Context: an optimization exercise on an open-source flow, tuned for small area, a short achievable clock period and few clock cycles. The choices shown serve that exercise and are no tape-out recipe. The RTL was checked by simulation tests, not by an equivalence proof against the original design. Power and IR drop assume default switching activity.

[design.v]
module png_unfilter #(
    parameter ROWBUF_BYTES = 64
) (
    input  wire       clk,
    input  wire       rst,             
    input  wire       start,
    input  wire [7:0] cfg_width,
    input  wire [7:0] cfg_height,
    input  wire [2:0] cfg_colortype,
    input  wire [4:0] cfg_bitdepth,
    input  wire       cfg_interlace,
    input  wire       in_valid,
    output wire       in_ready,
    input  wire [7:0] in_data,
    output wire       out_valid,
    input  wire       out_ready,
    output wire [7:0] out_data,
    output wire       out_last,
    output wire       busy,
    output reg        done,
    output reg        fault,
    output reg  [3:0] fault_code
);
    localparam [3:0] FC_CORRUPT_CHUNK = 4'd3;
    localparam [3:0] FC_UNSUPPORTED   = 4'd6;
    reg       busy_r;
    reg       st_check, st_run, st_drain;
    reg       inr;                  
    reg       bad;                  
    reg [7:0] W, H;
    reg       il;
    reg [8:0] cls;                  
    reg [5:0] bsel;                 
    reg [3:0] bppv;                 
    reg [6:0] mask;                 
    reg [2:0] np;                   
    reg       hn;                   
    reg       init;                 
    reg       lir;                  
    reg       lr;                   
    reg       rr1;                  
    reg [6:0] Rr;                   
    reg [7:0] rl;                   
    reg [6:0] idx1;                 
    reg       first_row;
    reg       expf;                 
    reg [2:0] filt;
    reg [8:0] Gq;                   
    reg [7:0] Gn_ph;
    reg [1:0] e;                    
    reg       r1, r2;
    reg [8:0] xsel;                 
    reg [5:0] byp;                  
    wire ct_g  = (cfg_colortype == 3'd0) || (cfg_colortype == 3'd3);
    wire d_c1  = (cfg_bitdepth == 5'd1);
    wire d_c2  = (cfg_bitdepth == 5'd2);
    wire d_c4  = (cfg_bitdepth == 5'd4);
    wire d_c8  = (cfg_bitdepth == 5'd8);
    wire d_c16 = (cfg_bitdepth == 5'd16);
    wire [8:0] cls_in;
    assign cls_in[0] = ct_g && d_c1;
    assign cls_in[1] = ct_g && d_c2;
    assign cls_in[2] = ct_g && d_c4;
    assign cls_in[3] = ct_g && d_c8;
    assign cls_in[4] = ((cfg_colortype == 3'd0) && d_c16) || ((cfg_colortype == 3'd4) && d_c8);
    assign cls_in[5] = (cfg_colortype == 3'd2) && d_c8;
    assign cls_in[6] = ((cfg_colortype == 3'd4) && d_c16) || ((cfg_colortype == 3'd6) && d_c8);
    assign cls_in[7] = (cfg_colortype == 3'd2) && d_c16;
    assign cls_in[8] = (cfg_colortype == 3'd6) && d_c16;
    wire w_ok = cls[0] | cls[1] |
                (cls[2] & (W <= 8'd128)) | (cls[3] & (W <= 8'd64)) |
                (cls[4] & (W <= 8'd32))  | (cls[5] & (W <= 8'd21)) |
                (cls[6] & (W <= 8'd16))  | (cls[7] & (W <= 8'd10)) |
                (cls[8] & (W <= 8'd8));
    wire cfg_ok = w_ok && (W != 8'd0) && (H != 8'd0);
    wire [6:0] mask_c = il ? {(W > 8'd0) && (H > 8'd1),
                              (W > 8'd1) && (H > 8'd0),
                              (W > 8'd0) && (H > 8'd2),
                              (W > 8'd2) && (H > 8'd0),
                              (W > 8'd0) && (H > 8'd4),
                              (W > 8'd4) && (H > 8'd0),
                              1'b1}
                           : 7'b0000001;
    wire [6:0] cand = (st_check ? mask_c : mask) & ~((7'd2 << np) - 7'd1);
    reg  [2:0] nxt;
    always @(*) begin
        casez (cand)
            7'b??????1: nxt = 3'd0;
            7'b?????10: nxt = 3'd1;
            7'b????100: nxt = 3'd2;
            7'b???1000: nxt = 3'd3;
            7'b??10000: nxt = 3'd4;
            7'b?100000: nxt = 3'd5;
            default:    nxt = 3'd6;
        endcase
    end
    wire [2:0] gp = np;
    reg  [2:0] ky;
    reg  [1:0] sy;
    always @(*) begin
        if (!il) begin
            ky = 3'd0; sy = 2'd0;
        end else begin
            case (gp)
                3'd0:    begin ky = 3'd7; sy = 2'd3; end
                3'd1:    begin ky = 3'd7; sy = 2'd3; end
                3'd2:    begin ky = 3'd3; sy = 2'd3; end
                3'd3:    begin ky = 3'd3; sy = 2'd2; end
                3'd4:    begin ky = 3'd1; sy = 2'd2; end
                3'd5:    begin ky = 3'd1; sy = 2'd1; end
                default: begin ky = 3'd0; sy = 2'd1; end
            endcase
        end
    end
    reg  [5:0] K;
    reg  [2:0] Sh;
    always @(*) begin
        if (!il) begin
            case (e)
                2'd3:    begin K = 6'd7; Sh = 3'd3; end
                2'd2:    begin K = 6'd3; Sh = 3'd2; end
                2'd1:    begin K = 6'd1; Sh = 3'd1; end
                default: begin K = 6'd0; Sh = 3'd0; end
            endcase
        end else begin
            case ({gp, e})
                {3'd0, 2'd0}: begin K = 6'd7;  Sh = 3'd3; end
                {3'd0, 2'd1}: begin K = 6'd15; Sh = 3'd4; end
                {3'd0, 2'd2}: begin K = 6'd31; Sh = 3'd5; end
                {3'd0, 2'd3}: begin K = 6'd63; Sh = 3'd6; end
                {3'd1, 2'd0}: begin K = 6'd3;  Sh = 3'd3; end
                {3'd1, 2'd1}: begin K = 6'd11; Sh = 3'd4; end
                {3'd1, 2'd2}: begin K = 6'd27; Sh = 3'd5; end
                {3'd1, 2'd3}: begin K = 6'd59; Sh = 3'd6; end
                {3'd2, 2'd0}: begin K = 6'd3;  Sh = 3'd2; end
                {3'd2, 2'd1}: begin K = 6'd7;  Sh = 3'd3; end
                {3'd2, 2'd2}: begin K = 6'd15; Sh = 3'd4; end
                {3'd2, 2'd3}: begin K = 6'd31; Sh = 3'd5; end
                {3'd3, 2'd0}: begin K = 6'd1;  Sh = 3'd2; end
                {3'd3, 2'd1}: begin K = 6'd5;  Sh = 3'd3; end
                {3'd3, 2'd2}: begin K = 6'd13; Sh = 3'd4; end
                {3'd3, 2'd3}: begin K = 6'd29; Sh = 3'd5; end
                {3'd4, 2'd0}: begin K = 6'd1;  Sh = 3'd1; end
                {3'd4, 2'd1}: begin K = 6'd3;  Sh = 3'd2; end
                {3'd4, 2'd2}: begin K = 6'd7;  Sh = 3'd3; end
                {3'd4, 2'd3}: begin K = 6'd15; Sh = 3'd4; end
                {3'd5, 2'd0}: begin K = 6'd0;  Sh = 3'd1; end
                {3'd5, 2'd1}: begin K = 6'd2;  Sh = 3'd2; end
                {3'd5, 2'd2}: begin K = 6'd6;  Sh = 3'd3; end
                {3'd5, 2'd3}: begin K = 6'd14; Sh = 3'd4; end
                {3'd6, 2'd1}: begin K = 6'd1;  Sh = 3'd1; end
                {3'd6, 2'd2}: begin K = 6'd3;  Sh = 3'd2; end
                {3'd6, 2'd3}: begin K = 6'd7;  Sh = 3'd3; end
                default:      begin K = 6'd0;  Sh = 3'd0; end
            endcase
        end
    end
    wire [8:0] wsum = {1'b0, W} + {3'd0, K};
    wire [8:0] q    = wsum >> Sh;                            
    wire [8:0] q3   = Gq + ((cls[5] | cls[7]) ? {Gq[7:0], 1'b0} : 9'd0);
    reg  [6:0] geomR;
    always @(*) begin
        case (1'b1)
            cls[4], cls[7]: geomR = {q3[5:0], 1'b0};
            cls[6]:         geomR = {q3[4:0], 2'b00};
            cls[8]:         geomR = {q3[3:0], 3'b000};
            default:        geomR = q3[6:0];
        endcase
    end
    wire geomR1 = (Gq == 9'd1) & (cls[0] | cls[1] | cls[2] | cls[3]);
    wire [8:0] hsum = {1'b0, H} + {6'd0, ky};
    wire [7:0] ph   = hsum >> sy;
    reg        Lv;                  
    reg        v0, v1, v2;          
    reg  [8:0] M0, M1, M2;          
    reg  [1:0] wp, rp;              
    reg  [8:0] O;                   
    assign in_ready  = inr;
    assign busy      = busy_r;
    assign out_valid = v0;
    assign out_data  = O[7:0];
    assign out_last  = O[8];
    wire fire    = in_valid & inr;
    wire fire_f  = fire & expf;
    wire fire_d  = fire & ~expf;
    wire bad_in  = (in_data > 8'd4);
    wire last_in_row = lir;
    wire final_d = fire_d & lir & lr & ~hn;
    wire stop    = final_d | (fire_f & bad_in);
    wire pop = v0 & out_ready;
    wire v0_n = Lv | v1 | (v0 & ~pop);
    wire v1_n = Lv ? (v1 | (v0 & ~pop)) : (v2 | (v1 & ~pop));
    wire v2_n = Lv ? (v2 | (v1 & ~pop)) : (v2 & ~pop);
    wire space_ok = ~v1_n | (~v2_n & ~fire_d);
    wire drained  = ~v0_n;
    always @(posedge clk) begin
        if (rst) begin
            busy_r     <= 1'b0;
            st_check   <= 1'b0;
            st_run     <= 1'b0;
            st_drain   <= 1'b0;
            inr        <= 1'b0;
            done       <= 1'b0;
            fault      <= 1'b0;
            fault_code <= 4'd0;
            bad        <= 1'b0;
        end else begin
            st_check <= 1'b0;
            if (!busy_r) begin
                if (start) begin
                    busy_r     <= 1'b1;
                    st_check   <= 1'b1;
                    done       <= 1'b0;
                    fault      <= 1'b0;
                    fault_code <= 4'd0;
                    bad        <= 1'b0;
                end
            end else if (st_check) begin
                if (!cfg_ok) begin
                    busy_r     <= 1'b0;
                    fault      <= 1'b1;
                    fault_code <= FC_UNSUPPORTED;
                end else begin
                    st_run <= 1'b1;
                    inr    <= 1'b1;
                end
            end else if (st_run) begin
                inr <= ~stop & space_ok;
                if (stop) begin
                    st_run   <= 1'b0;
                    st_drain <= 1'b1;
                end
                if (fire_f && bad_in)
                    bad <= 1'b1;
            end else if (st_drain) begin
                if (drained) begin
                    st_drain <= 1'b0;
                    busy_r   <= 1'b0;
                    if (bad) begin
                        fault      <= 1'b1;
                        fault_code <= FC_CORRUPT_CHUNK;
                    end else begin
                        done <= 1'b1;
                    end
                end
            end
        end
    end
    always @(posedge clk) begin
        if (!busy_r && start) begin
            W    <= cfg_width;
            H    <= cfg_height;
            il   <= cfg_interlace;
            cls  <= cls_in;
            e    <= cls_in[0] ? 2'd3 : cls_in[1] ? 2'd2 : cls_in[2] ? 2'd1 : 2'd0;
            np   <= 3'd0;
            bsel <= {cls_in[8], cls_in[7], cls_in[6], cls_in[5], cls_in[4],
                     cls_in[0] | cls_in[1] | cls_in[2] | cls_in[3]};
            bppv <= cls_in[8] ? 4'd8 : cls_in[7] ? 4'd6 : cls_in[6] ? 4'd4 :
                    cls_in[5] ? 4'd3 : cls_in[4] ? 4'd2 : 4'd1;
        end
        Gq    <= q;
        Gn_ph <= ph;
        r1   <= (Rr == 7'd1);
        r2   <= (Rr == 7'd2);
        xsel <= 9'd0;
        case (Rr)
            7'd3:  xsel[0] <= 1'b1;
            7'd4:  xsel[1] <= 1'b1;
            7'd5:  xsel[2] <= 1'b1;
            7'd6:  xsel[3] <= 1'b1;
            7'd7:  xsel[4] <= 1'b1;
            7'd8:  xsel[5] <= 1'b1;
            7'd9:  xsel[6] <= 1'b1;
            7'd10: xsel[7] <= 1'b1;
            default: xsel[8] <= 1'b1;
        endcase
        begin : segsel
            reg [6:0] n;
            reg [4:0] m;
            n = Rr - 7'd11;
            if (n >= 7'd32) begin
                m = n - 7'd22;
                byp[5] <= 1'b0;
            end else begin
                m = n[4:0];
                byp[5] <= 1'b1;
            end
            byp[4:0] <= ~m;
        end
        init <= st_check;
        if (st_check) begin
            mask      <= mask_c;
            np        <= nxt;
            hn        <= |cand;
            idx1      <= 7'd1;
            ge        <= 1'b0;
            expf      <= 1'b1;
        end else begin
            if (fire_f && !bad_in) begin
                filt <= in_data[2:0];
                expf <= 1'b0;
            end
            if (init || (fire_d && lir && lr)) begin
                Rr        <= geomR;
                rl        <= Gn_ph;
                lir       <= geomR1;
                rr1       <= geomR1;
                lr        <= (Gn_ph == 8'd1);
                first_row <= 1'b1;
                if (!init) begin
                    np <= nxt;
                    hn <= |cand;
                end
            end
            if (fire_d) begin
                if (lir) begin
                    idx1 <= 7'd1;
                    ge   <= 1'b0;
                    expf <= 1'b1;
                    if (!lr) begin
                        rl        <= rl - 8'd1;
                        lr        <= (rl == 8'd2);
                        lir       <= rr1;
                        first_row <= 1'b0;
                    end
                end else begin
                    idx1 <= idx1 + 7'd1;
                    lir  <= (idx1 + 7'd1 == Rr);
                    ge   <= (idx1 >= {3'd0, bppv});
                end
            end
        end
    end
    reg  [7:0] S [0:8];             
    reg  [7:0] ch [0:52];           
    reg  [7:0] Y1, Y2;              
    reg  [7:0] NB;                  
    reg  [7:0] Hb [0:7];            
    wire [7:0] o0 = byp[0] ? S[8] : ch[0];
    wire [7:0] o1 = byp[1] ? o0   : ch[2];
    wire [7:0] o2 = byp[2] ? o1   : ch[6];
    wire [7:0] o3 = byp[3] ? o2   : ch[14];
    wire [7:0] o4 = byp[4] ? o3   : ch[30];
    wire [7:0] o5 = byp[5] ? o4   : ch[52];
    wire [7:0] X = ({8{xsel[0]}} & S[0]) | ({8{xsel[1]}} & S[1]) | ({8{xsel[2]}} & S[2]) |
                   ({8{xsel[3]}} & S[3]) | ({8{xsel[4]}} & S[4]) | ({8{xsel[5]}} & S[5]) |
                   ({8{xsel[6]}} & S[6]) | ({8{xsel[7]}} & S[7]) | ({8{xsel[8]}} & o5);
    wire [7:0] b_i = first_row ? 8'd0 : NB;
    reg        ge;                                   
    reg  [7:0] bL, cL, in_d;
    wire [7:0] c_i = ge ? (Lv ? (bsel[0] ? bL : Hb[1]) : Hb[0]) : 8'd0;
    wire        sgn = (b_i < c_i);
    wire [10:0] c3  = {3'b000, c_i} + {2'b00, c_i, 1'b0};
    wire [10:0] t   = c3 - {2'b00, b_i, 1'b0};
    wire [10:0] w   = c3 - {3'b000, b_i};
    reg        aokL, lastL, sgnL;
    reg        aokn;                
    reg  [7:0] A;                   
    reg [10:0] tL, wL;
    always @(posedge clk) begin
        in_d  <= in_data;
        bL    <= b_i;
        cL    <= c_i;
        aokL  <= ge;
        aokn  <= ~lir & (idx1 >= {3'd0, bppv});
        lastL <= last_in_row;
        sgnL  <= sgn;
        tL    <= t;
        wL    <= w;
    end
    wire [7:0] a   = A;
    wire [7:0] a_n = ({8{bsel[1]}} & S[0]) | ({8{bsel[2]}} & S[1]) |
                     ({8{bsel[3]}} & S[2]) | ({8{bsel[4]}} & S[4]) | ({8{bsel[5]}} & S[6]);
    wire [7:0] ra = in_d + a;
    wire [7:0] rb = in_d + bL;
    wire [7:0] rc = in_d + cL;
    wire [9:0] savg = {2'b00, a} + {2'b00, bL} + {1'b0, in_d, 1'b0};
    wire [7:0] ravg = savg[8:1];
    wire [7:0] aq  = a ^ {8{sgnL}};
    wire [7:0] bq  = bL ^ {8{sgnL}};
    wire [7:0] tq  = tL[7:0] ^ {8{sgnL}};
    wire [8:0] wq  = wL[8:0] ^ {9{sgnL}};
    wire       tnv = sgnL ? (~tL[10] & (|tL[9:8])) : tL[10];
    wire       wal = sgnL ? (|wL[10:9]) : wL[10];
    wire pickA = (aq >= bq) | (~tnv & (aq <= tq));
    wire pickB = wal | ({aq, sgnL} >= wq);
    wire [7:0] paeth = pickA ? ra : (pickB ? rb : rc);
    reg [7:0] recon;
    always @(*) begin
        case (filt)
            3'd1:    recon = ra;
            3'd2:    recon = rb;
            3'd3:    recon = ravg;
            3'd4:    recon = paeth;
            default: recon = in_d;
        endcase
    end
    integer k;
    always @(posedge clk) begin
        if (Lv & (fire_d ? r2 : r1))
            NB <= recon;
        else if (fire_d)
            NB <= Lv ? X : Y1;
        else
            NB <= Lv ? Y1 : (r1 ? S[0] : Y2);
        if (st_check)
            A <= 8'd0;
        else if (Lv)
            A <= aokn ? (bsel[0] ? recon : a_n) : 8'd0;
        if (Lv) begin
            S[0] <= recon;
            for (k = 1; k < 9; k = k + 1)
                S[k] <= S[k-1];
            ch[0] <= S[8];
            ch[1] <= o0;
            ch[2] <= ch[1];
            ch[3] <= o1;
            for (k = 4; k < 7; k = k + 1)
                ch[k] <= ch[k-1];
            ch[7] <= o2;
            for (k = 8; k < 15; k = k + 1)
                ch[k] <= ch[k-1];
            ch[15] <= o3;
            for (k = 16; k < 31; k = k + 1)
                ch[k] <= ch[k-1];
            ch[31] <= o4;
            for (k = 32; k < 53; k = k + 1)
                ch[k] <= ch[k-1];
            Y1 <= r2 ? recon : X;
            Y2 <= Y1;
            Hb[0] <= bsel[0] ? bL : Hb[1];
            Hb[1] <= bsel[1] ? bL : Hb[2];
            Hb[2] <= bsel[2] ? bL : Hb[3];
            Hb[3] <= bsel[3] ? bL : Hb[4];
            Hb[4] <= Hb[5];
            Hb[5] <= bsel[4] ? bL : Hb[6];
            Hb[6] <= Hb[7];
            Hb[7] <= bL;
        end
    end
    wire [8:0] newe = {lastL, recon};
    wire [1:0] wp1  = (wp == 2'd2) ? 2'd0 : wp + 2'd1;
    wire [1:0] rp1  = (rp == 2'd2) ? 2'd0 : rp + 2'd1;
    wire [8:0] m_rp  = (rp  == 2'd0) ? M0 : (rp  == 2'd1) ? M1 : M2;
    wire [8:0] m_rp1 = (rp1 == 2'd0) ? M0 : (rp1 == 2'd1) ? M1 : M2;
    wire       new_head = ~(v1 | (v0 & ~pop));    
    always @(posedge clk) begin
        if (Lv) begin
            if (wp == 2'd0) M0 <= newe;
            if (wp == 2'd1) M1 <= newe;
            if (wp == 2'd2) M2 <= newe;
        end
        if (new_head)
            O <= newe;
        else
            O <= pop ? m_rp1 : m_rp;
    end
    always @(posedge clk) begin
        if (rst) begin
            Lv <= 1'b0;
            wp <= 2'd0;
            rp <= 2'd0;
            v0 <= 1'b0;
            v1 <= 1'b0;
            v2 <= 1'b0;
        end else begin
            Lv <= fire_d;
            if (Lv)
                wp <= wp1;
            if (pop)
                rp <= rp1;
            v0 <= v0_n;
            v1 <= v1_n;
            v2 <= v2_n;
        end
    end
endmodule
[flow/run.sh]
#!/bin/bash
set -e
export SETUP_SLACK_MARGIN=8.8
export BUFFER_PORTS_ARGS="-buffer_cell sky130_fd_sc_hd__buf_4"
bash standard.sh > standard.log 2>&1
[standard.sh]
#!/bin/bash
# synth_recipe.tcl (not shown) runs the flow's synth.tcl, then flattens the netlist and writes it again
# the make line also repeats each setting of config.mk as NAME=value (left out here)
make -C /OpenROAD-flow-scripts/flow DESIGN_CONFIG=/design/flow/config.mk WORK_HOME=/design/flow/orfs CLKGATE_MAP_FILE= SYNTH_SCRIPT=/design/flow/synth_recipe.tcl "${@:-finish}"
[config.mk]
export PLATFORM = sky130hd
export DESIGN_NAME = png_unfilter
export DESIGN_NICKNAME = png_unfilter
export VERILOG_FILES = /design/flow/design.v
export SDC_FILE = /design/flow/constraint.sdc
export NUM_CORES = 4
export LEC_CHECK = 0
export CAP_MARGIN = 20
export CORE_MARGIN = 2
export CORE_UTILIZATION = 40
export CTS_CLUSTER_DIAMETER = 120
export CTS_CLUSTER_SIZE = 22
export PLACE_DENSITY = 0.6
export SLEW_MARGIN = 20
[constraint.sdc]
create_clock -name core_clock -period 12.5 [get_ports {clk}]
set_input_delay 2.5000 -clock core_clock [delete_from_list [all_inputs] [get_ports {clk}]]
set_output_delay 2.5000 -clock core_clock [all_outputs]
set_load 0.01 [all_outputs]
==> results of run 1 <==
==> synthesized netlist by cell type (15+ instances only) <==
library cell	instances
sky130_fd_sc_hd__a21o_1	31
sky130_fd_sc_hd__dfxtp_1	152
sky130_fd_sc_hd__and3_1	16
sky130_fd_sc_hd__clkbuf_1	79
sky130_fd_sc_hd__xor2_1	32
sky130_fd_sc_hd__nand2_1	148
sky130_fd_sc_hd__nor3_1	39
sky130_fd_sc_hd__fa_1	17
sky130_fd_sc_hd__mux2i_1	44
sky130_fd_sc_hd__a21oi_1	148
sky130_fd_sc_hd__edfxtp_1	651
sky130_fd_sc_hd__and2_1	19
sky130_fd_sc_hd__o21ai_0	101
sky130_fd_sc_hd__nor2_1	161
sky130_fd_sc_hd__o22ai_1	21
sky130_fd_sc_hd__buf_1	17
sky130_fd_sc_hd__mux2_2	56
sky130_fd_sc_hd__a211oi_1	29
sky130_fd_sc_hd__a22oi_1	26
sky130_fd_sc_hd__o21a_1	20
sky130_fd_sc_hd__nand2b_1	44
sky130_fd_sc_hd__a221oi_1	15
sky130_fd_sc_hd__nand3_1	47
sky130_fd_sc_hd__xnor2_1	66
sky130_fd_sc_hd__a31oi_1	30
sky130_fd_sc_hd__o211ai_1	30
sky130_fd_sc_hd__ha_1	119
sky130_fd_sc_hd__inv_1	93
sky130_fd_sc_hd__nor2b_1	28
==> area by class of cell <==
class	count	area share
multi-input combinational	1479	0.2869
clock inverter	4	0.001830
tap	1080	0.03660
clock buffer	66	0.03149
timing repair buffer	84	0.02017
inverter	97	0.01003
sequential	803	0.6129
==> power groups by stage <==
stage	registers, mW	logic (mW)	clock network, mW
5_1_grt	3.07	0.671	1.63
4_1_cts	3.05	0.596	1.55
6_report	3.05	0.602	1.49
3_3_place_gp	3.12	0.571	0
3_5_place_dp	3.12	0.587	0
2_1_floorplan	3.04	0.473	0
==> final timing paths <==
path                  startpoint                   to  slack (ns)  cells past startpoint
max                 O[7]$_DFF_P_          out_data[7]        8.84                      1
min          ch[40][1]$_DFFE_PP_  ch[41][1]$_DFFE_PP_        0.41                      0
max reg2reg      in_d[6]$_DFF_P_      M1[7]$_DFFE_PP_        8.97                     11
min reg2reg  ch[40][1]$_DFFE_PP_  ch[41][1]$_DFFE_PP_        0.41                      0
==> layout by cell type, fill, tap and decap left out, types with 32 or more instances in the layout <==
master                        n
sky130_fd_sc_hd__edfxtp_1   651
sky130_fd_sc_hd__nor2_1     158
sky130_fd_sc_hd__nand2_1    147
sky130_fd_sc_hd__a21oi_1    133
sky130_fd_sc_hd__dfxtp_1    131
sky130_fd_sc_hd__ha_1       114
sky130_fd_sc_hd__o21ai_0     92
sky130_fd_sc_hd__inv_1       82
sky130_fd_sc_hd__buf_4       74
sky130_fd_sc_hd__xnor2_1     65
sky130_fd_sc_hd__mux2_2      56
sky130_fd_sc_hd__nand3_1     47
sky130_fd_sc_hd__clkbuf_16   43
sky130_fd_sc_hd__nand2b_1    42
sky130_fd_sc_hd__mux2i_1     42
sky130_fd_sc_hd__nor3_1      36
sky130_fd_sc_hd__xor2_1      32
==> cells by family after synthesis <==
kind of cell             count (synthesis)
multiplexers                           102
XOR/XNOR                                98
AND/OR/NAND/NOR                        579
flip-flops                             803
other                                    1
adder cells (fa/ha/maj)                136
buffers and inverters                  196
AO/OA/AOI/OAI                          563
==> metal layers <==
layer	track usage	routed length (microns)	part of all wire	vias up
met5	0	0	0	-
met4	0.05513	2305	0.033	0
met3	0.02455	3885	0.055	124
met2	0.2507	31620	0.45	582
met1	0.2320	32730	0.46	9777
li1	-	-	-	9350
==> flip-flops by register name (all words and copies together), names as in the netlist, 8 cells and up <==
name   flops
Hb        64
M0         9
Y2         8
NB         8
Y1         8
M1         9
W          8
M2         9
rl         8
O          9
in_d       8
xsel       9
Gq         9
Gn_ph      8
wL        11
bL         8
cls        9
S         72
ch       424
H          8
A          8
tL        11
==> timing repair <==
item                                    4_1_cts  5_1_grt
cloned                                        1        0
resized for setup                            19       27
setup buffers                                 7        5
endpoints found under the setup margin      250       81
pin swaps                                     3        1
==> through the flow <==
| step | std cells | instance area (sq um) |
|---|---|---|
| 2_1_floorplan | 2478 | 33910 |
| 3_5_place_dp | 3529 | 35370 |
| 4_1_cts | 3607 | 36760 |
| 5_1_grt | 3613 | 36920 |
| 6_report | 3613 | 36920 |
| 3_3_place_gp | 3529 | 35370 |
==> flow_metrics.py, run 1 <==
metrics = {
    "yosys": {
        "yosys.area_share.simple": 0.08347,
        "post_synth_fa_ha_maj_area_fraction": 0.05431,
        "syn_inst": 2478,
        "yosys.area.top_type": "sky130_fd_sc_hd__edfxtp_1",
        "synth_cell_type_count": 83,
        "synth_seq_cells": 803,
        "synthesis.area_per_instance_sq_um": 13.59,
        "synth_edf_count": 651,
        "synth_top_family_by_area": "compound AO/OA/AOI/OAI gates",
        "compound_gate_portion_of_the_synthesized_area": 0.1111,
        "ys_warn_count": 4,
        "synthXorXnorAreaFrac": 0.02548,
        "syn_nets": 2652,
        "synth_async_sr_flop_share": 0,
        "synth.area.top_cells": "sky130_fd_sc_hd__edfxtp_1 58%, sky130_fd_sc_hd__dfxtp_1 9.0%, sky130_fd_sc_hd__ha_1 4.4%",
        "synth_top_area_frac": 0.5804,
        "synth_seq_area_share": 0.6707,
        "synth_mux_area_frac": 0.03247,
        "yosys_most_used_dff": "sky130_fd_sc_hd__edfxtp_1",
        "mappedNetlistArea_sq_um": 33680,
    },
    "clock_tree": {
        "clockRootBuffer": "sky130_fd_sc_hd__clkbuf_16",
        "htree_levels": 2,
        "clock_latency_ns": 0.61,
        "clock_sinks": 803,
        "tritoncts.num_buffers": 42,
        "clkSlewWorstSetupHoldPaths_ns": 0.09,
        "cts_tree": "yes",
        "post_cts_hold_buffer_count": 0,
        "clockBufferDepth": 3,
    },
    "finish": {
        "drive_gt1_frac": 0.1165,
        "areaGrowthSynthToFinish_pct": 9.603,
        "multi_input_comb_area_sq_um": 10590,
        "finish.utilization": 0.4418,
        "final_net_count": 2681,
        "fillers": 7540,
        "regArea_sq_um": 22630,
        "antennaDiodeCount": 0,
    },
    "critical_path": {
        "launching_element_type_of_the_critical_path": "flip-flop",
        "cp_max_fo": 1,
        "crit_path_end_kind": "primary output",
        "required_ns": 10.00,
        "critical-path-top-delay-family": "flip-flops",
        "timing_worst_setup_path_type": "reg -> out",
        "cp.buffers_inverters": 1,
        "cp_slowest_stage_delay_ns": 0.41,
        "critical_path.cell_chain": "buf_4",
        "cp_data_arrival_time_ns": 1.16,
        "timing.critical_path.slowest_stage_cell": "sky130_fd_sc_hd__dfxtp_1",
    },
    "floorplanning": {
        "fp.coreArea_sq_um": 83560,
        "die_h_microns": 294.2,
        "boundaryPins": 56,
        "die_area_sq_um": 86540,
        "rows": 106,
        "chipWidth_microns": 294.2,
        "starting_density_of_the_core": 0.4031,
    },
    "placement": {
        "placement.io_buffers": 54,
        "place_ws_ns": 7.991,
        "place_congestion": 0.8636,
        "detailed_place_hpwl_mm": 47.29,
    },
    "global_routing": {
        "grt_util_all_layers": 0.1617,
        "grt_pass1_wl_mm": 110.8,
        "pin_count_of_the_biggest_net_entering_global_routing": 103,
        "vias_in_the_first_global_route": 19450,
        "grt_antenna_before_repair": 0,
        "grt.overflow.total": 0,
    },
    "power": {
        "power.sequential.fraction": 0.593,
        "power_frac_comb": 0.117,
        "power.switching_mw": 1.272,
        "pwr_density_cell_nw_per_um2": 139.4,
        "total_power_mw": 5.144,
        "clockPowerShare": 0.290,
        "internal-power_mw": 3.872,
        "total_leakage_power_nw": 12.73,
        "ir_drop_mv": 0.1039,
        "switching_share": 0.2473,
    },
    "hold_path": {
        "hold_class": "reg -> reg",
    },
    "route": {
        "route.vias.total": 19830,
        "drt-vias-per-instance": 5.489,
        "routed_wire_length_per_instance_microns": 19.52,
        "drt-total-wl_mm": 70.54,
        "first_iter_violations": 1809,
        "first_pass_iters": 5,
        "drc": 0,
        "ant_nets": 0,
    },
    "timing": {
        "min_period_over_period": 0.2932,
        "worst_pin_slew_ns": 0.9884,
        "max_slew_violation_count": 0,
        "final.hold.worst_slack_ns": 0.4069,
        "skew_ns": 0.02964,
        "timing.slew.headroom": 0.3410,
        "setup_ws_ns": 8.835,
        "hold_viol": 0,
        "crit_path_time_final_ns": 3.665,
        "rsz0062_at_grt": "true",
        "setup_viols_final": 0,
        "totalNegativeSetupSlack_ns": 0,
        "fmax_mhz": 272.9,
    },
    "run": {
        "drv_cap": 0,
    },
    "run_status": {
        "outcome": "complete, no violations",
    },
}
Testbench counts, summed over its fixed seeds: cycles 111,622.
==> inputs of run 2 (changes only) <==
==> flow/run.sh (replaced) <==
#!/bin/bash
set -e
export SETUP_SLACK_MARGIN=9.0
export BUFFER_PORTS_ARGS="-buffer_cell sky130_fd_sc_hd__buf_4"
bash standard.sh > standard.log 2>&1
==> flow_metrics.py, run 2 <==
metrics = {
    "clock_tree": {
        "clockBufferDepth": 3,
        "post_cts_hold_buffer_count": 0,
        "clock_sinks": 803,
        "clkSlewWorstSetupHoldPaths_ns": 0.09,
        "cts_tree": "yes",
        "clockRootBuffer": "sky130_fd_sc_hd__clkbuf_16",
        "htree_levels": 2,
        "tritoncts.num_buffers": 42,
        "clock_latency_ns": 0.61,
    },
    "yosys": {
        "yosys.area.top_type": "sky130_fd_sc_hd__edfxtp_1",
        "syn_nets": 2652,
        "yosys_most_used_dff": "sky130_fd_sc_hd__edfxtp_1",
        "synth_edf_count": 651,
        "synth_top_area_frac": 0.5804,
        "synthesis.area_per_instance_sq_um": 13.59,
        "synth_seq_cells": 803,
        "synth_common_cells": "651 x sky130_fd_sc_hd__edfxtp_1, 161 x sky130_fd_sc_hd__nor2_1, 152 x sky130_fd_sc_hd__dfxtp_1, 148 x sky130_fd_sc_hd__a21oi_1, 148 x sky130_fd_sc_hd__nand2_1",
        "synth_cell_type_count": 83,
        "mappedNetlistArea_sq_um": 33680,
        "post-synth-top-count-cell": "sky130_fd_sc_hd__edfxtp_1",
        "synth_async_sr_flop_share": 0,
        "synth_seq_area_share": 0.6707,
        "ys_warn_count": 4,
        "syn_inst": 2478,
        "synth.area.top_cells": "sky130_fd_sc_hd__edfxtp_1 58%, sky130_fd_sc_hd__dfxtp_1 9.0%, sky130_fd_sc_hd__ha_1 4.4%",
    },
    "route": {
        "first_pass_iters": 7,
        "first_iter_violations": 1609,
        "routed_wire_length_per_instance_microns": 19.81,
        "drt-total-wl_mm": 72.40,
        "ant_nets": 0,
        "drt-vias-per-instance": 5.473,
        "drc": 0,
        "route.vias.total": 20000,
    },
    "floorplanning": {
        "starting_density_of_the_core": 0.4031,
        "die_area_sq_um": 86540,
        "fp.coreArea_sq_um": 83560,
        "rows": 106,
        "chipWidth_microns": 294.2,
        "boundaryPins": 56,
        "die_h_microns": 294.2,
    },
    "run_status": {
        "outcome": "complete, no violations",
    },
    "hold_path": {
        "min-delay-start": "Hb[5][7]$_DFFE_PP_",
        "hold_class": "reg -> reg",
        "capture_endpoint_of_the_worst_hold_path": "Hb[4][7]$_DFFE_PP_",
        "hold_depth": 0,
    },
    "global_routing": {
        "grt.overflow.total": 0,
        "grt_pass1_wl_mm": 112.1,
        "pin_count_of_the_biggest_net_entering_global_routing": 217,
        "grt_antenna_before_repair": 0,
        "grt_util_all_layers": 0.1648,
        "vias_in_the_first_global_route": 19530,
    },
    "critical_path": {
        "cp_data_arrival_time_ns": 1.11,
        "crit_path_end_kind": "primary output",
        "setup.reg_to_reg.worst_slack_ns": 9.09,
        "cp_max_fo": 1,
        "timing.critical_path.slowest_stage_cell": "sky130_fd_sc_hd__dfxtp_4",
        "required_ns": 10.00,
        "crit-reg2reg-launch": "bsel[0]$_DFFE_PP_",
        "cp.buffers_inverters": 1,
        "destination_of_the_worst_register_to_register_timing_path": "tL[9]$_DFF_P_",
        "critical_path.cell_chain": "buf_6",
        "launching_element_type_of_the_critical_path": "flip-flop",
        "cp_slowest_stage_delay_ns": 0.38,
        "register_to_register_path_depth": 18,
        "critical-path-top-delay-family": "flip-flops",
        "timing_worst_setup_path_type": "reg -> out",
    },
    "power": {
        "ir_drop_mv": 0.1200,
        "total_leakage_power_nw": 13.01,
        "pwr_density_cell_nw_per_um2": 137.6,
    },
    "run": {
        "drv_cap": 0,
    },
    "finish": {
        "largestRegisters": "ch: 424 flops, S: 72 flops, Hb: 64 flops",
        "antennaDiodeCount": 0,
        "drive_gt1_frac": 0.1538,
        "max_flop_register": "ch",
        "flip_flop_count_of_the_largest_register_all_copies_and_words_added": 424,
        "most-common-layout-cells": "651 x sky130_fd_sc_hd__edfxtp_1, 151 x sky130_fd_sc_hd__nor2_1, 140 x sky130_fd_sc_hd__nand2_1, 130 x sky130_fd_sc_hd__a21oi_1, 116 x sky130_fd_sc_hd__dfxtp_1",
        "final_net_count": 2714,
        "finish.utilization": 0.4505,
        "fillers": 7435,
        "layout.cells.most_common": "sky130_fd_sc_hd__edfxtp_1",
        "instances_no_fill": 3654,
        "areaGrowthSynthToFinish_pct": 11.75,
    },
    "timing": {
        "crit_path_time_final_ns": 3.611,
        "timing.slew.headroom": 0.3245,
        "min_period_over_period": 0.2888,
        "max_slew_violation_count": 0,
        "skew_ns": 0.03170,
        "worst_pin_slew_ns": 1.013,
        "totalNegativeSetupSlack_ns": 0,
        "setup_viols_final": 0,
        "fmax_mhz": 277.0,
        "rsz0062_at_grt": "true",
        "hold_viol": 0,
    },
    "placement": {
        "placement.io_buffers": 54,
        "total_instance_count_after_detailed_placement": 3527,
        "detailed_place_hpwl_mm": 47.70,
        "place_congestion": 0.8667,
    },
}
[run 2: power breakdown]
part | leakage (nW) | total [mW] | switching (mW) | internal, mW
logic | 5.31 | 0.625 | 0.355 | 0.270
registers | 7.11 | 3.05 | 0.107 | 2.94
clock network | 0.596 | 1.50 | 0.841 | 0.664
total | 13.0 | 5.18 | 1.30 | 3.87
[run 2: what timing repair did]
item                                    in CTS  in global routing
resized for setup                           69                 62
gates cloned                                 1                  1
endpoints found under the setup margin     122                 77
setup buffers                               21                 25
pin swaps                                    7                 36
[run 2: cell type report]
class                           count  area [sq um]  share of cell area
Inverter                           97         386.6             0.01027
Sequential cell                   803         22670              0.6023
Multi-Input combinational cell   1481         10930              0.2903
Clock buffer                       74          1192             0.03168
Tap cell                         1080          1351             0.03590
Clock inverter                      4         71.32            0.001895
Timing Repair Buffer              115          1040             0.02762
[run 2: worst max-delay path by stage]
stage / start / to / slack (ns) / cells after the start
2_1_floorplan: Lv$_SDFF_PP0_ / tL[9]$_DFF_P_ / 5.36 / 17
3_3_place_gp: in_data[5] / filt[0]$_DFFE_PP_ / 7.92 / 4
3_5_place_dp: in_data[5] / filt[2]$_DFFE_PP_ / 7.84 / 4
4_1_cts: O[3]$_DFF_P_ / out_data[3] / 8.84 / 1
5_1_grt: O[3]$_DFF_P_ / out_data[3] / 8.85 / 1
6_report: O[3]$_DFF_P_ / out_data[3] / 8.89 / 1
[run 2: cells by family (layout without fill, tap and decap cells)]
group	after synthesis	in the layout	synth area share
AO/OA/AOI/OAI	563	563	0.1111
XOR/XNOR	98	98	0.02548
adder cells (fa/ha/maj)	136	136	0.05431
buffers and inverters	196	290	0.02236
flip-flops	803	803	0.6707
multiplexers	102	102	0.03247
other	1	1	0.0001113
AND/OR/NAND/NOR	579	581	0.08347
[run 2: per-layer routing]
layer,wire length (microns),global-route usage
met4,1988,0.04766
met1,33380,0.2346
met3,3599,0.01994
met5,0,0
met2,33430,0.2653
[run 2: metrics by stage]
stage	area, sq um	setup WS, ns	power, mW	hold slack [ns]
after floorplan	34100	5.364	3.514	0.3290
after global placement	35490	7.915	3.692	0.4004
after detailed placement	35490	7.843	3.710	0.4045
after CTS	37160	8.842	5.222	0.4145
after global routing	37640	8.850	5.408	0.4213
final	37640	8.889	5.178	0.4163
==> inputs of run 3 (changes only) <==
==> flow/run.sh (replaced) <==
#!/bin/bash
set -e
export SETUP_SLACK_MARGIN=9.0
export BUFFER_PORTS_ARGS="-buffer_cell sky130_fd_sc_hd__buf_4"
export CTS_ARGS="-sink_clustering_enable -repair_clock_nets -sink_clustering_size 22 -sink_clustering_max_diameter 120 -distance_between_buffers 1000 -branching_point_buffers_distance 1000"
bash standard.sh > standard.log 2>&1
==> flow_metrics.py, run 3 <==
metrics = {
    "run_status": {
        "outcome": "complete, no violations",
    },
    "yosys": {
        "ys_warn_count": 4,
        "mappedNetlistArea_sq_um": 33680,
        "yosys_most_used_dff": "sky130_fd_sc_hd__edfxtp_1",
        "synth_edf_count": 651,
        "synth_seq_area_share": 0.6707,
        "synth_async_sr_flop_share": 0,
        "synth_top_area_frac": 0.5804,
        "synth_seq_cells": 803,
        "synthesis.area_per_instance_sq_um": 13.59,
        "syn_inst": 2478,
        "synth_common_cells": "651 x sky130_fd_sc_hd__edfxtp_1, 161 x sky130_fd_sc_hd__nor2_1, 152 x sky130_fd_sc_hd__dfxtp_1, 148 x sky130_fd_sc_hd__a21oi_1, 148 x sky130_fd_sc_hd__nand2_1",
        "synth_cell_type_count": 83,
        "syn_nets": 2652,
        "synth.area.top_cells": "sky130_fd_sc_hd__edfxtp_1 58%, sky130_fd_sc_hd__dfxtp_1 9.0%, sky130_fd_sc_hd__ha_1 4.4%",
        "post-synth-top-count-cell": "sky130_fd_sc_hd__edfxtp_1",
        "yosys.area.top_type": "sky130_fd_sc_hd__edfxtp_1",
    },
    "placement": {
        "place_congestion": 0.8667,
        "detailed_place_hpwl_mm": 47.70,
        "place_ws_ns": 7.843,
        "placement.io_buffers": 54,
        "total_instance_count_after_detailed_placement": 3527,
    },
    "clock_tree": {
        "tritoncts.num_buffers": 42,
        "clockRootBuffer": "sky130_fd_sc_hd__clkbuf_16",
        "clockBufferDepth": 3,
        "post_cts_hold_buffer_count": 0,
        "clock_sinks": 803,
        "clock_latency_ns": 0.61,
        "clkSlewWorstSetupHoldPaths_ns": 0.09,
        "htree_levels": 2,
        "cts_tree": "yes",
    },
    "timing": {
        "skew_ns": 0.03170,
        "rsz0062_at_grt": "true",
        "final.hold.worst_slack_ns": 0.4163,
        "min_period_over_period": 0.2888,
        "timing.slew.headroom": 0.3245,
        "fmax_mhz": 277.0,
        "crit_path_time_final_ns": 3.611,
        "setup_viols_final": 0,
        "totalNegativeSetupSlack_ns": 0,
        "setup_ws_ns": 8.889,
        "worst_pin_slew_ns": 1.013,
        "hold_viol": 0,
        "max_slew_violation_count": 0,
    },
    "finish": {
        "most-common-layout-cells": "651 x sky130_fd_sc_hd__edfxtp_1, 151 x sky130_fd_sc_hd__nor2_1, 140 x sky130_fd_sc_hd__nand2_1, 130 x sky130_fd_sc_hd__a21oi_1, 116 x sky130_fd_sc_hd__dfxtp_1",
        "max_flop_register": "ch",
        "drive_gt1_frac": 0.1538,
        "antennaDiodeCount": 0,
        "instances_no_fill": 3654,
        "flip_flop_count_of_the_largest_register_all_copies_and_words_added": 424,
        "layout.cells.most_common": "sky130_fd_sc_hd__edfxtp_1",
        "largestRegisters": "ch: 424 flops, S: 72 flops, Hb: 64 flops",
        "areaGrowthSynthToFinish_pct": 11.75,
        "final_net_count": 2714,
    },
    "route": {
        "drt-vias-per-instance": 5.473,
        "routed_wire_length_per_instance_microns": 19.81,
        "route.vias.total": 20000,
        "first_pass_iters": 7,
        "ant_nets": 0,
        "drc": 0,
        "first_iter_violations": 1609,
        "drt-total-wl_mm": 72.40,
    },
    "power": {
        "total_leakage_power_nw": 13.01,
        "total_power_mw": 5.178,
        "internal-power_mw": 3.875,
        "power_frac_comb": 0.121,
        "power.sequential.fraction": 0.589,
        "switching_share": 0.2517,
        "clockPowerShare": 0.291,
        "power.switching_mw": 1.303,
        "pwr_density_cell_nw_per_um2": 137.6,
        "ir_drop_mv": 0.1200,
    },
    "floorplanning": {
        "boundaryPins": 56,
        "die_h_microns": 294.2,
        "rows": 106,
        "starting_density_of_the_core": 0.4031,
        "die_area_sq_um": 86540,
        "fp.coreArea_sq_um": 83560,
        "chipWidth_microns": 294.2,
    },
    "hold_path": {
        "min-delay-start": "Hb[5][7]$_DFFE_PP_",
        "hold_depth": 0,
        "hold_class": "reg -> reg",
    },
    "critical_path": {
        "cp_slowest_stage_delay_ns": 0.38,
        "launching_element_type_of_the_critical_path": "flip-flop",
        "critical_path_cell_count": 1,
        "cp.buffers_inverters": 1,
        "cp_data_arrival_time_ns": 1.11,
        "timing_worst_setup_path_type": "reg -> out",
        "critical-path-top-delay-family": "flip-flops",
        "register_to_register_path_depth": 18,
        "critical_path.cell_chain": "buf_6",
        "timing.critical_path.slowest_stage_cell": "sky130_fd_sc_hd__dfxtp_4",
        "crit_path_end_kind": "primary output",
        "crit-reg2reg-launch": "bsel[0]$_DFFE_PP_",
        "cp_max_fo": 1,
        "crit_start": "O[3]$_DFF_P_",
        "required_ns": 10.00,
    },
    "global_routing": {
        "met2_usage": 0.2653,
        "grt.busiest_layer": "met2",
        "met3_usage": 0.01994,
        "grt.overflow.total": 0,
        "grt_pass1_wl_mm": 112.1,
        "vias_in_the_first_global_route": 19530,
        "grt_util_all_layers": 0.1648,
        "grt_antenna_before_repair": 0,
        "met1_usage": 0.2346,
        "pin_count_of_the_biggest_net_entering_global_routing": 217,
    },
    "run": {
        "drv_cap": 0,
    },
}
[run 3: cell counts in the layout (fill, tap and decap cells not counted)]
No cell type changed its count.
[run 3: power by group through the flow]
stage	sequential [mW]	combinational [mW]	clock, mW
2_1_floorplan	3.04	0.475	0
3_3_place_gp	3.11	0.578	0
3_5_place_dp	3.12	0.594	0
4_1_cts	3.05	0.608	1.56
5_1_grt	3.06	0.697	1.65
6_report	3.05	0.625	1.50
[run 3: metrics by stage]
stage / area [sq um] / utilization
3_3_place_gp: 35490 / 0.4247
4_1_cts: 37160 / 0.4447
2_1_floorplan: 34100 / -
3_5_place_dp: 35490 / 0.4247
5_1_grt: 37640 / 0.4505
6_report: 37640 / 0.4505
[run 3: kinds of logic after synthesis]
group,after synthesis,synth area share
adders and majority gates,136,0.05431
DFF,803,0.6707
AOI/OAI and AO/OA,563,0.1111
muxes,102,0.03247
other,1,0.0001113
and+or+nand+nor,579,0.08347
buffers and inverters,196,0.02236
xor gates and xnor gates,98,0.02548
[run 3: worst reg2reg max path, stage by stage, from the launching register on]
cell	delay (ns)
sky130_fd_sc_hd__edfxtp_1	0.42
sky130_fd_sc_hd__buf_12	0.18
sky130_fd_sc_hd__mux2i_4	0.19
sky130_fd_sc_hd__a21oi_2	0.16
sky130_fd_sc_hd__nand2_2	0.10
sky130_fd_sc_hd__inv_4	0.13
sky130_fd_sc_hd__ha_4	0.14
sky130_fd_sc_hd__inv_2	0.03
sky130_fd_sc_hd__fa_2	0.52
sky130_fd_sc_hd__inv_2	0.07
sky130_fd_sc_hd__fa_2	0.36
sky130_fd_sc_hd__a21o_1	0.17
sky130_fd_sc_hd__a21oi_2	0.16
sky130_fd_sc_hd__o21ai_1	0.09
sky130_fd_sc_hd__a21oi_2	0.18
sky130_fd_sc_hd__nor2b_1	0.06
sky130_fd_sc_hd__o21ai_1	0.14
sky130_fd_sc_hd__nand2b_1	0.09
sky130_fd_sc_hd__xnor2_1	0.12
[run 3: per-layer routing]
metal / share of wire / up-vias
li1: - / 9443
met1: 0.46 / 9906
met2: 0.46 / 552
met3: 0.050 / 99
met4: 0.027 / 0
met5: 0 / -
[run 3: timing repair]
item	in CTS	in global routing
hold endpoints to repair	0	0
cloned	1	1
pin swaps	7	36
buffers inserted	21	25
endpoints found under the setup margin	122	77
gates resized for setup	69	62
[run 3: final cells by class]
cell class	instances	area (sq um)
Tap cell	1080	1351
Fill cell	7435	45910
Clock buffer	74	1192
Inverter	97	386.6
Timing Repair Buffer	115	1040
Multi-Input combinational cell	1481	10930
Sequential cell	803	22670
Clock inverter	4	71.32
[run 3: worst paths after layout]
path	to	slack [ns]
max	out_data[3]	8.89
min reg2reg	Hb[4][7]$_DFFE_PP_	0.42
max reg2reg	tL[9]$_DFF_P_	9.09
min	Hb[4][7]$_DFFE_PP_	0.42
==> inputs of run 4 (changes only) <==
--- a/config.mk
+++ b/config.mk
@@ -9,6 +9,6 @@
 export CORE_MARGIN = 2
-export CORE_UTILIZATION = 40
+export CORE_UTILIZATION = 55
 export CTS_CLUSTER_DIAMETER = 120
 export CTS_CLUSTER_SIZE = 22
-export PLACE_DENSITY = 0.6
+export PLACE_DENSITY = 0.72
 export SLEW_MARGIN = 20
==> flow_metrics.py, run 4 <==
metrics = {
    "run_status": {
        "outcome": "complete, no violations",
    },
    "finish": {
        "layout.cells.most_common": "sky130_fd_sc_hd__edfxtp_1",
        "antennaDiodeCount": 0,
        "finish.utilization": 0.6162,
        "drive_gt1_frac": 0.1578,
        "most-common-layout-cells": "651 x sky130_fd_sc_hd__edfxtp_1, 151 x sky130_fd_sc_hd__nor2_1, 140 x sky130_fd_sc_hd__nand2_1, 131 x sky130_fd_sc_hd__a21oi_1, 113 x sky130_fd_sc_hd__dfxtp_1",
        "fillers": 4423,
        "post-route-cell-area_sq_um": 37260,
        "areaGrowthSynthToFinish_pct": 10.62,
        "instances_no_fill": 3349,
        "max_flop_register": "ch",
        "largestRegisters": "ch: 424 flops, S: 72 flops, Hb: 64 flops",
        "final_net_count": 2716,
        "flip_flop_count_of_the_largest_register_all_copies_and_words_added": 424,
    },
    "route": {
        "ant_nets": 0,
        "drt-vias-per-instance": 6.073,
        "routed_wire_length_per_instance_microns": 20.67,
        "drt-total-wl_mm": 69.24,
        "first_iter_violations": 1894,
        "route.vias.total": 20340,
        "drc": 0,
        "first_pass_iters": 8,
    },
    "clock_tree": {
        "clkSlewWorstSetupHoldPaths_ns": 0.09,
        "clockRootBuffer": "sky130_fd_sc_hd__clkbuf_16",
        "clock_sinks": 803,
        "clockBufferDepth": 3,
        "htree_levels": 2,
        "clock_latency_ns": 0.61,
        "tritoncts.num_buffers": 42,
        "cts_tree": "yes",
        "post_cts_hold_buffer_count": 0,
    },
    "yosys": {
        "ys_warn_count": 4,
        "yosys_most_used_dff": "sky130_fd_sc_hd__edfxtp_1",
        "synth.area.top_cells": "sky130_fd_sc_hd__edfxtp_1 58%, sky130_fd_sc_hd__dfxtp_1 9.0%, sky130_fd_sc_hd__ha_1 4.4%",
        "synth_mux_area_frac": 0.03247,
        "yosys.area.top_type": "sky130_fd_sc_hd__edfxtp_1",
        "synth_seq_area_share": 0.6707,
        "synthXorXnorAreaFrac": 0.02548,
        "synth_cell_type_count": 83,
        "synth_async_sr_flop_share": 0,
        "yosys.area_share.simple": 0.08347,
        "mappedNetlistArea_sq_um": 33680,
        "post_synth_fa_ha_maj_area_fraction": 0.05431,
        "synthesis.area_per_instance_sq_um": 13.59,
        "synth_top_area_frac": 0.5804,
        "synth_seq_cells": 803,
        "synth_edf_count": 651,
        "compound_gate_portion_of_the_synthesized_area": 0.1111,
        "syn_inst": 2478,
        "syn_nets": 2652,
        "synth_common_cells": "651 x sky130_fd_sc_hd__edfxtp_1, 161 x sky130_fd_sc_hd__nor2_1, 152 x sky130_fd_sc_hd__dfxtp_1, 148 x sky130_fd_sc_hd__a21oi_1, 148 x sky130_fd_sc_hd__nand2_1",
        "synth_top_family_by_area": "compound AO/OA/AOI/OAI gates",
        "post-synth-top-count-cell": "sky130_fd_sc_hd__edfxtp_1",
    },
    "timing": {
        "crit_path_time_final_ns": 3.583,
        "max_slew_violation_count": 0,
        "min_period_over_period": 0.2866,
        "totalNegativeSetupSlack_ns": 0,
        "skew_ns": 0.02206,
        "rsz0062_at_grt": "true",
        "hold_viol": 0,
        "setup_viols_final": 0,
        "timing.slew.headroom": 0.2826,
        "fmax_mhz": 279.1,
        "final.hold.worst_slack_ns": 0.4176,
        "worst_pin_slew_ns": 1.076,
    },
    "placement": {
        "placement.io_buffers": 54,
        "detailed_place_hpwl_mm": 45.11,
        "place_area_sq_um": 35110,
        "total_instance_count_after_detailed_placement": 3229,
        "place_congestion": 0.8999,
    },
    "power": {
        "ir_drop_mv": 0.1186,
        "power.switching_mw": 1.272,
        "switching_share": 0.2481,
        "clockPowerShare": 0.284,
        "total_leakage_power_nw": 13.02,
        "internal-power_mw": 3.857,
        "power_frac_comb": 0.122,
        "pwr_density_cell_nw_per_um2": 137.7,
        "power.sequential.fraction": 0.594,
    },
    "critical_path": {
        "timing_worst_setup_path_type": "reg -> out",
        "cp.buffers_inverters": 1,
        "critical_path.cell_chain": "buf_6",
        "crit_path_end_kind": "primary output",
        "launching_element_type_of_the_critical_path": "flip-flop",
        "cp_max_fo": 2,
        "cp_slowest_stage_delay_ns": 0.37,
        "timing.critical_path.slowest_stage_cell": "sky130_fd_sc_hd__dfxtp_4",
        "critical-path-top-delay-family": "flip-flops",
        "required_ns": 10.00,
        "cp_data_arrival_time_ns": 1.08,
    },
    "floorplanning": {
        "fp.coreArea_sq_um": 60470,
        "starting_density_of_the_core": 0.5570,
        "boundaryPins": 56,
        "rows": 90,
        "chipWidth_microns": 251.5,
        "die_area_sq_um": 63240,
        "die_h_microns": 251.5,
    },
    "global_routing": {
        "vias_in_the_first_global_route": 19170,
        "pin_count_of_the_biggest_net_entering_global_routing": 194,
        "grt_antenna_before_repair": 0,
        "grt_pass1_wl_mm": 107.0,
        "grt.overflow.total": 0,
        "grt_util_all_layers": 0.2143,
    },
    "run": {
        "drv_cap": 0,
    },
    "hold_path": {
        "hold_class": "reg -> reg",
    },
}
-- run 4: cell counts after synthesis --
Identical to the previous run, type by type.
-- run 4: power by group through the flow --
| stage | clock network, mW | registers, mW | logic (mW) |
|---|---|---|---|
| 2_1_floorplan | 0 | 3.04 | 0.475 |
| 3_3_place_gp | 0 | 3.11 | 0.562 |
| 3_5_place_dp | 0 | 3.11 | 0.586 |
| 4_1_cts | 1.50 | 3.05 | 0.606 |
| 5_1_grt | 1.58 | 3.06 | 0.691 |
| 6_report | 1.46 | 3.05 | 0.626 |
-- run 4: what timing repair did --
item / CTS / global route
buffers inserted: 19 / 29
setup endpoints to repair: 246 / 105
resized for setup: 73 / 72
gates cloned: 2 / 1
pin swaps: 5 / 39
-- run 4: through the flow --
step	power [mW]	setup WS (ns)
2_1_floorplan	3.514	5.364
5_1_grt	5.331	8.878
4_1_cts	5.150	8.891
6_report	5.130	8.917
3_3_place_gp	3.673	7.991
3_5_place_dp	3.698	7.960
-- run 4: cell type report --
type	instances	area (sq um)	share of cell area
Sequential cell	803	22670	0.6085
Multi-Input combinational cell	1482	10970	0.2944
Clock buffer	65	1137	0.03052
Timing Repair Buffer	116	1042	0.02797
Tap cell	782	978.4	0.02626
Inverter	97	385.4	0.01034
Clock inverter	4	75.07	0.002015
-- run 4: cells by family (layout without fill, tap and decap cells) --
family                   count (synthesis)  in the layout
adder cells (fa/ha/maj)                136            136
AND/OR/NAND/NOR                        579            581
AO/OA/AOI/OAI                          563            564
other                                    1              1
flip-flops                             803            803
XOR/XNOR                                98             98
buffers and inverters                  196            282
multiplexers                           102            102
-- run 4: per-layer routing --
layer  track usage  up-vias  wire length (microns)
met4       0.05748        0                   1592
met5             0        -                      0
met1        0.3182    10050                  31510
met3       0.02786      110                   4261
met2        0.3360      756                  31880
li1              -     9422                      -
-- run 4: worst paths after layout --
| path | from | to | slack, ns | cells past startpoint |
|---|---|---|---|---|
| max | inr$_SDFFE_PP0P_ | in_ready | 8.92 | 1 |
| min reg2reg | ch[21][0]$_DFFE_PP_ | ch[22][0]$_DFFE_PP_ | 0.42 | 0 |
| min | ch[21][0]$_DFFE_PP_ | ch[22][0]$_DFFE_PP_ | 0.42 | 0 |
| max reg2reg | e[0]$_SDFFCE_PP1P_ | Gq[0]$_DFF_P_ | 9.05 | 14 |
==> inputs of run 5 (changes only) <==
==> flow/run.sh (replaced) <==
#!/bin/bash
set -e
export SETUP_SLACK_MARGIN=9.0
export BUFFER_PORTS_ARGS="-buffer_cell sky130_fd_sc_hd__buf_4"
bash standard.sh > standard.log 2>&1
==> flow_metrics.py, run 5 <==
metrics = {
    "route": {
        "metal2_wl_mm": 31.88,
        "first_pass_iters": 8,
        "drt-total-wl_mm": 69.24,
        "drt-vias-per-instance": 6.073,
        "maxUsedRoutingLayer": "met4",
        "drc": 0,
        "first_iter_violations": 1894,
        "met3RoutedLength_mm": 4.261,
        "routed_wire_length_per_instance_microns": 20.67,
        "wirelength_met1_mm": 31.51,
        "ant_nets": 0,
        "route.vias.total": 20340,
    },
    "timing": {
        "skew_ns": 0.02206,
        "max_slew_violation_count": 0,
        "timing.slew.headroom": 0.2826,
        "totalNegativeSetupSlack_ns": 0,
        "min_period_over_period": 0.2866,
        "worst_pin_slew_ns": 1.076,
        "crit_path_time_final_ns": 3.583,
        "rsz0062_at_grt": "true",
        "fmax_mhz": 279.1,
        "setup_viols_final": 0,
        "setup_ws_ns": 8.917,
        "hold_viol": 0,
    },
    "yosys": {
        "yosys.area.top_type": "sky130_fd_sc_hd__edfxtp_1",
        "synth.area.top_cells": "sky130_fd_sc_hd__edfxtp_1 58%, sky130_fd_sc_hd__dfxtp_1 9.0%, sky130_fd_sc_hd__ha_1 4.4%",
        "synthesis.area_per_instance_sq_um": 13.59,
        "synth_common_cells": "651 x sky130_fd_sc_hd__edfxtp_1, 161 x sky130_fd_sc_hd__nor2_1, 152 x sky130_fd_sc_hd__dfxtp_1, 148 x sky130_fd_sc_hd__a21oi_1, 148 x sky130_fd_sc_hd__nand2_1",
        "synth_cell_type_count": 83,
        "ys_warn_count": 4,
        "synth_seq_area_share": 0.6707,
        "yosys_most_used_dff": "sky130_fd_sc_hd__edfxtp_1",
        "syn_nets": 2652,
        "mappedNetlistArea_sq_um": 33680,
        "synth_seq_cells": 803,
        "post-synth-top-count-cell": "sky130_fd_sc_hd__edfxtp_1",
        "synth_top_area_frac": 0.5804,
        "synth_edf_count": 651,
        "synth_async_sr_flop_share": 0,
        "syn_inst": 2478,
    },
    "finish": {
        "finish.utilization": 0.6162,
        "max_flop_register": "ch",
        "fillers": 4423,
        "most-common-layout-cells": "651 x sky130_fd_sc_hd__edfxtp_1, 151 x sky130_fd_sc_hd__nor2_1, 140 x sky130_fd_sc_hd__nand2_1, 131 x sky130_fd_sc_hd__a21oi_1, 113 x sky130_fd_sc_hd__dfxtp_1",
        "areaGrowthSynthToFinish_pct": 10.62,
        "layout.cells.most_common": "sky130_fd_sc_hd__edfxtp_1",
        "drive_gt1_frac": 0.1578,
        "final_net_count": 2716,
        "post-route-cell-area_sq_um": 37260,
        "antennaDiodeCount": 0,
        "largestRegisters": "ch: 424 flops, S: 72 flops, Hb: 64 flops",
        "flip_flop_count_of_the_largest_register_all_copies_and_words_added": 424,
    },
    "critical_path": {
        "timing_worst_setup_path_type": "reg -> out",
        "launching_element_type_of_the_critical_path": "flip-flop",
        "timing.critical_path.slowest_stage_cell": "sky130_fd_sc_hd__dfxtp_4",
        "cp_data_arrival_time_ns": 1.08,
        "register_to_register_path_depth": 14,
        "cp.buffers_inverters": 1,
        "setup.reg_to_reg.worst_slack_ns": 9.05,
        "critical_path_cell_count": 1,
        "crit-reg2reg-launch": "e[0]$_SDFFCE_PP1P_",
        "crit_start": "inr$_SDFFE_PP0P_",
        "cp_max_fo": 2,
        "required_ns": 10.00,
        "critical-path-top-delay-family": "flip-flops",
        "destination_of_the_worst_register_to_register_timing_path": "Gq[0]$_DFF_P_",
        "cp_slowest_stage_delay_ns": 0.37,
        "worst_setup_path_endpoint": "in_ready",
        "crit_path_end_kind": "primary output",
        "critical_path.cell_chain": "buf_6",
    },
    "clock_tree": {
        "htree_levels": 2,
        "clockRootBuffer": "sky130_fd_sc_hd__clkbuf_16",
        "clock_latency_ns": 0.61,
        "tritoncts.num_buffers": 42,
        "cts_tree": "yes",
        "clkSlewWorstSetupHoldPaths_ns": 0.09,
        "clock_sinks": 803,
        "clockBufferDepth": 3,
        "post_cts_hold_buffer_count": 0,
    },
    "power": {
        "total_leakage_power_nw": 13.02,
        "clockPowerShare": 0.284,
        "internal-power_mw": 3.857,
        "switching_share": 0.2481,
        "pwr_density_cell_nw_per_um2": 137.7,
        "power.sequential.fraction": 0.594,
        "power_frac_comb": 0.122,
        "power.switching_mw": 1.272,
        "ir_drop_mv": 0.1186,
    },
    "global_routing": {
        "grt_antenna_before_repair": 0,
        "pin_count_of_the_biggest_net_entering_global_routing": 194,
        "grt.overflow.total": 0,
        "grt_pass1_wl_mm": 107.0,
        "grt_util_all_layers": 0.2143,
        "vias_in_the_first_global_route": 19170,
    },
    "floorplanning": {
        "die_area_sq_um": 63240,
        "chipWidth_microns": 251.5,
        "starting_density_of_the_core": 0.5570,
        "die_h_microns": 251.5,
        "boundaryPins": 56,
        "fp.coreArea_sq_um": 60470,
        "rows": 90,
    },
    "hold_path": {
        "hold_class": "reg -> reg",
        "hold_depth": 0,
    },
    "placement": {
        "placement.io_buffers": 54,
        "place_area_sq_um": 35110,
        "place_ws_ns": 7.960,
        "place_congestion": 0.8999,
        "detailed_place_hpwl_mm": 45.11,
    },
    "run_status": {
        "outcome": "complete, no violations",
    },
    "run": {
        "drv_cap": 0,
    },
}
## run 5: cell counts after synthesis
No cell type changed its count.
## run 5: cells by family after synthesis
group                    share of synthesized area
flip-flops                                  0.6707
AND/OR/NAND/NOR                            0.08347
AO/OA/AOI/OAI                               0.1111
buffers and inverters                      0.02236
adder cells (fa/ha/maj)                    0.05431
multiplexers                               0.03247
XOR/XNOR                                   0.02548
other                                    0.0001113
## run 5: layout make-up
| cell class | instances | area, sq um | share of cell area |
|---|---|---|---|
| clock buffer | 65 | 1137 | 0.03052 |
| sequential | 803 | 22670 | 0.6085 |
| timing repair buffer | 116 | 1042 | 0.02797 |
| clock inverter | 4 | 75.07 | 0.002015 |
| inverter | 97 | 385.4 | 0.01034 |
| multi-input combinational | 1482 | 10970 | 0.2944 |
| tap | 782 | 978.4 | 0.02626 |
## run 5: metrics by stage
stage	power (mW)	hold slack [ns]	instances
after floorplan	3.514	0.3290	2478
after global placement	3.673	0.4005	3229
final	5.130	0.4176	3349
after global routing	5.331	0.4280	3349
after CTS	5.150	0.4185	3319
after detailed placement	3.698	0.4045	3229
## run 5: what timing repair did
item / 4_1_cts / 5_1_grt
resized for setup: 73 / 72
gates cloned: 2 / 1
endpoints found under the setup margin: 246 / 105
pin swaps: 5 / 39
setup buffers: 19 / 29
## run 5: how the worst min path moves through the flow
stage | startpoint | to | slack, ns
after floorplan | st_check$_SDFF_PP0_ | init$_DFF_P_ | 0.33
after detailed placement | ch[10][4]$_DFFE_PP_ | ch[11][4]$_DFFE_PP_ | 0.40
after CTS | ch[35][4]$_DFFE_PP_ | ch[36][4]$_DFFE_PP_ | 0.42
after global routing | ch[9][4]$_DFFE_PP_ | ch[10][4]$_DFFE_PP_ | 0.43
final | ch[21][0]$_DFFE_PP_ | ch[22][0]$_DFFE_PP_ | 0.42
after global placement | ch[33][6]$_DFFE_PP_ | ch[34][6]$_DFFE_PP_ | 0.40
## run 5: metal layers
metal / global-route usage / up-vias
met5: 0 / -
met2: 0.3360 / 756
met1: 0.3182 / 10050
li1: - / 9422
met3: 0.02786 / 110
met4: 0.05748 / 0
## run 5: power by group through the flow
| stage | Sequential (mW) | Combinational [mW] | Clock (mW) |
|---|---|---|---|
| finish | 3.05 | 0.626 | 1.46 |
| global route | 3.06 | 0.691 | 1.58 |
| CTS | 3.05 | 0.606 | 1.50 |
| detailed placement | 3.11 | 0.586 | 0 |
| global placement | 3.11 | 0.562 | 0 |
| floorplan | 3.04 | 0.475 | 0 |

-- separate check: timing with driven ports --
In the flow no input, the clock included, has a driving cell. The finished layouts below were timed again as built, in two steps. Step 1 assumes that a clkbuf_16 drives the clock port and a buf_2 every other input. Step 2, shift: input delay + t, output delay - t, t = (earliest + latest rising clock arrival at the registers) / 2. This alone moves slack from input paths to output paths. Three values: ideal ports, drivers, drivers and shift; two values: the first two.
| run | shift t [ns] | slack for setup (ns) | hold WS [ns] |
|---|---|---|---|
| run 1 | 0.661 | 8.835 / 8.768 / 8.198 | 0.407 / 0.407 / 0.407 |
| run 2 | 0.667 | 8.889 / 8.822 / 8.391 | 0.416 / 0.416 / 0.416 |
| run 3 | 0.667 | 8.889 / 8.822 / 8.391 | 0.416 / 0.416 / 0.416 |
| run 4 | 0.665 | 8.917 / 8.851 / 8.355 | 0.418 / 0.418 / 0.418 |
| run 5 | 0.665 | 8.917 / 8.851 / 8.355 | 0.418 / 0.418 / 0.418 |
After both steps every run listed still meets setup and hold. The setup slack of run 1, which loses most, moves by -0.067 ns with the drivers and by -0.637 ns with both steps.
